What follows belongs to an exercise in optimizing a design on an open flow for small area; a production flow would make more cautious choices.
Only simulation tests tie the RTL to the original design; equivalence was not proved.
No activity file was given, so power comes from the tool's default toggle rates.

Design kfe, start of the top module:
module kfe (
    input  wire        clk,
    input  wire        rst,           
    input  wire        op_valid,
    input  wire [31:0] op_word,
    output wire        op_ready,
    output wire        rsp_valid,
    output wire [3:0]  rsp_code,
    output wire [15:0] rsp_data,
    output wire        irq
);
Size in the first run: roughly 5900 cells after synthesis, ~4400 flip-flops, ~58 I/O pins, ~100000 sq um of cells after synthesis.
clock: 10.0 ns
lec_check: 0
cap_margin: 20
core_margin: 2
core_utilization: 65
place_density: 0.75
slew_margin: 20
standard.sh (not shown) runs the stock make flow with config.mk's settings and CLKGATE_MAP_FILE= SYNTH_SCRIPT=/design/flow/synth_recipe.tcl, a recipe that flattens the netlist after the stock synthesis.
==> flow/flow/run.sh <==
#!/bin/bash
# The standard layout (the standard.sh: standard synthesis, floorplan,
# placement, CTS, routing, finish) with only the clock tree synthesis
# arguments changed: clkbuf_16 buffers, sink clusters of at most 18
# flip-flops within 60 um, a buffer at least every 150 um of clock wire, and
# no dummy loads. Each ORFS step keeps its own log under orfs/logs; the make
# output goes to standard.log.
set -euo pipefail
cd "$(dirname "$0")/.."
export CTS_ARGS="-sink_clustering_enable -repair_clock_nets -dont_use_dummy_load -buf_list sky130_fd_sc_hd__clkbuf_16 -sink_clustering_size 18 -sink_clustering_max_diameter 60 -distance_between_buffers 150"
bash standard.sh finish > standard.log 2>&1
Rerun with:
==> flow/flow/run.sh (replaced) <==
#!/bin/bash
# The standard layout (the standard.sh: standard synthesis, floorplan,
# placement, CTS, routing, finish) with only the clock tree synthesis
# arguments changed: clkbuf_16 buffers, sink clusters of at most 20
# flip-flops within 60 um, a buffer at least every 150 um of clock wire, and
# no dummy loads. Each ORFS step keeps its own log under orfs/logs; the make
# output goes to standard.log.
set -euo pipefail
cd "$(dirname "$0")/.."
export CTS_ARGS="-sink_clustering_enable -repair_clock_nets -dont_use_dummy_load -buf_list sky130_fd_sc_hd__clkbuf_16 -sink_clustering_size 20 -sink_clustering_max_diameter 60 -distance_between_buffers 150"
bash standard.sh finish > standard.log 2>&1
=> Die area is unchanged; register-to-register slack improved by 140 ps; maximum frequency rose by about 1.7%.


Another version of the RTL of kfe (not shown whole).
Size: roughly 6000 cells after synthesis, about 4400 flip-flops, roughly 58 I/O pins, about 0.10 mm² of cells after synthesis.
Design kfe, start of the top module:
module kfe (
    input  wire        clk,
    input  wire        rst,           
    input  wire        op_valid,
    input  wire [31:0] op_word,
    output wire        op_ready,
    output wire        rsp_valid,
    output wire [3:0]  rsp_code,
    output wire [15:0] rsp_data,
    output wire        irq
);
    localparam NSCHEMA = 2;
    localparam BUFMAX  = 256;
    localparam LD = 8;
    localparam D  = 1 << LD;
    localparam K  = BUFMAX / D;
    localparam RW = 8 * K;            
    localparam [1:0] S_IDLE = 2'd0, S_HDR = 2'd1, S_ACCUM = 2'd2;
    localparam [2:0] C_OK = 3'd0, C_ILLEGAL = 3'd1, C_BAD_ADDR = 3'd2,
                     C_READ_ONLY = 3'd3, C_NO_FRAME = 3'd4, C_RANGE = 3'd5;
    localparam [3:0] OP_NOP = 4'h0, OP_PUSH = 4'h1, OP_WRREG = 4'h2,
                     OP_RDREG = 4'h3, OP_CANCEL = 4'h4, OP_RELEASE = 4'h5,
                     OP_CKINIT = 4'h6, OP_CKFEED = 4'h7, OP_FRREAD = 4'h8,
                     OP_SRESET = 4'h9;
    reg [7:0]  scfg   [0:NSCHEMA-1];
    reg [15:0] explen [0:NSCHEMA-1];
    reg [15:0] rhdr01 [0:NSCHEMA-1];
    reg [15:0] rhdr23 [0:NSCHEMA-1];
    reg [15:0] nhdr01 [0:NSCHEMA-1];
    reg [15:0] nhdr23 [0:NSCHEMA-1];
    reg        ie_outv;
    reg [4:0]  ie_ev;
    reg        st_noise, st_mism, st_ovf, st_ovr, st_err;
    reg        outv;
    reg [8:0]  out_len;
  ...
make LEC_CHECK=0 CAP_MARGIN=20 CORE_MARGIN=2 CORE_UTILIZATION=70 CTS_BUF_LIST=sky130_fd_sc_hd__clkbuf_16 CTS_CLUSTER_DIAMETER=50 CTS_CLUSTER_SIZE=18 PLACE_DENSITY=0.8 SLEW_MARGIN=20 finish   # period 10.0 ns
run.sh (not shown) runs the stock make flow with config.mk's settings and CLKGATE_MAP_FILE= SYNTH_SCRIPT=/design/flow/synth_recipe.tcl, a recipe that flattens the netlist after the stock synthesis.
Stock flow here: none of the scripts above is used.
Edit:
==> flow/flow/run.sh (new file) <==
#!/bin/bash
# The standard layout (the standard.sh: standard synthesis, floorplan,
# placement, CTS, routing, finish) with only the clock tree synthesis
# arguments changed: clkbuf_16 buffers, sink clusters of at most 18
# flip-flops within 60 um, a buffer at least every 150 um of clock wire, and
# no dummy loads. Each ORFS step keeps its own log under orfs/logs; the make
# output goes to standard.log.
set -euo pipefail
cd "$(dirname "$0")/.."
export CTS_ARGS="-sink_clustering_enable -repair_clock_nets -dont_use_dummy_load -buf_list sky130_fd_sc_hd__clkbuf_16 -sink_clustering_size 18 -sink_clustering_max_diameter 60 -distance_between_buffers 150"
bash standard.sh finish > standard.log 2>&1
==> flow/standard.sh (new file) <==
#!/bin/bash
# synth_recipe.tcl (not shown) runs the flow's synth.tcl, then flattens the netlist and writes it again
# the make line also repeats each setting of config.mk as NAME=value (left out here)
make -C /OpenROAD-flow-scripts/flow DESIGN_CONFIG=/design/flow/config.mk WORK_HOME=/design/flow/orfs CLKGATE_MAP_FILE= SYNTH_SCRIPT=/design/flow/synth_recipe.tcl "${@:-finish}"
CTS_BUF_LIST = not set   (was sky130_fd_sc_hd__clkbuf_16)
CTS_CLUSTER_DIAMETER = not set   (was 50)
CTS_CLUSTER_SIZE = not set   (was 18)
removed: flow/run.sh
The new run produced a clean layout; design area drops by 1.0%; sequential power stays flat; utilization drops by 0.80 points; routed wire length drops by 2.1%; hold slack degrades by 0.0036 ns; area after synthesis does not change; global-route usage drops by 0.94 points; first-iteration DRC count drops by about 2.5%; setup slack improves by 0.28 ns; clock skew stays flat.

[static timing again, ports no longer ideal]
No port has a modelled driver above. Below, the same layouts with a new extraction and two added sets of constraints.
Step 1: set_driving_cell puts a clkbuf_16 on clk and a buf_2 on each other input, an assumption about the parent block.
Step 2 adds t to the input delays and takes it off the output delays; t is the mean of the earliest and latest rising clock arrival at the registers after step 1. Input paths then give back, and output paths get back, about the clock's delay inside the block.
Slacks: ideal ports / drivers / drivers and shift; pairs: ideal ports / drivers.
run | shift t [ns] | setup slack, ns | worst register clock-pin slew, ns | pins driven straight from the clock port
the first run of note 1 | 0.955 | 1.837 / 1.837 / 1.257 | 0.11 / 0.11 | 1
the second run of note 1 | 0.952 | 1.975 / 1.975 / 1.399 | 0.12 / 0.12 | 1
the first run of note 2 | 0.977 | 1.129 / 1.129 / 0.743 | 0.13 / 0.13 | 1
the second run of note 2 | 0.868 | 1.409 / 1.409 / 1.409 | 0.12 / 0.12 | 1
After both steps setup and hold are still met in every run listed. The setup slack of the first run of note 1, which loses most, moves by 0.000 ns with the drivers and by -0.580 ns with both steps.
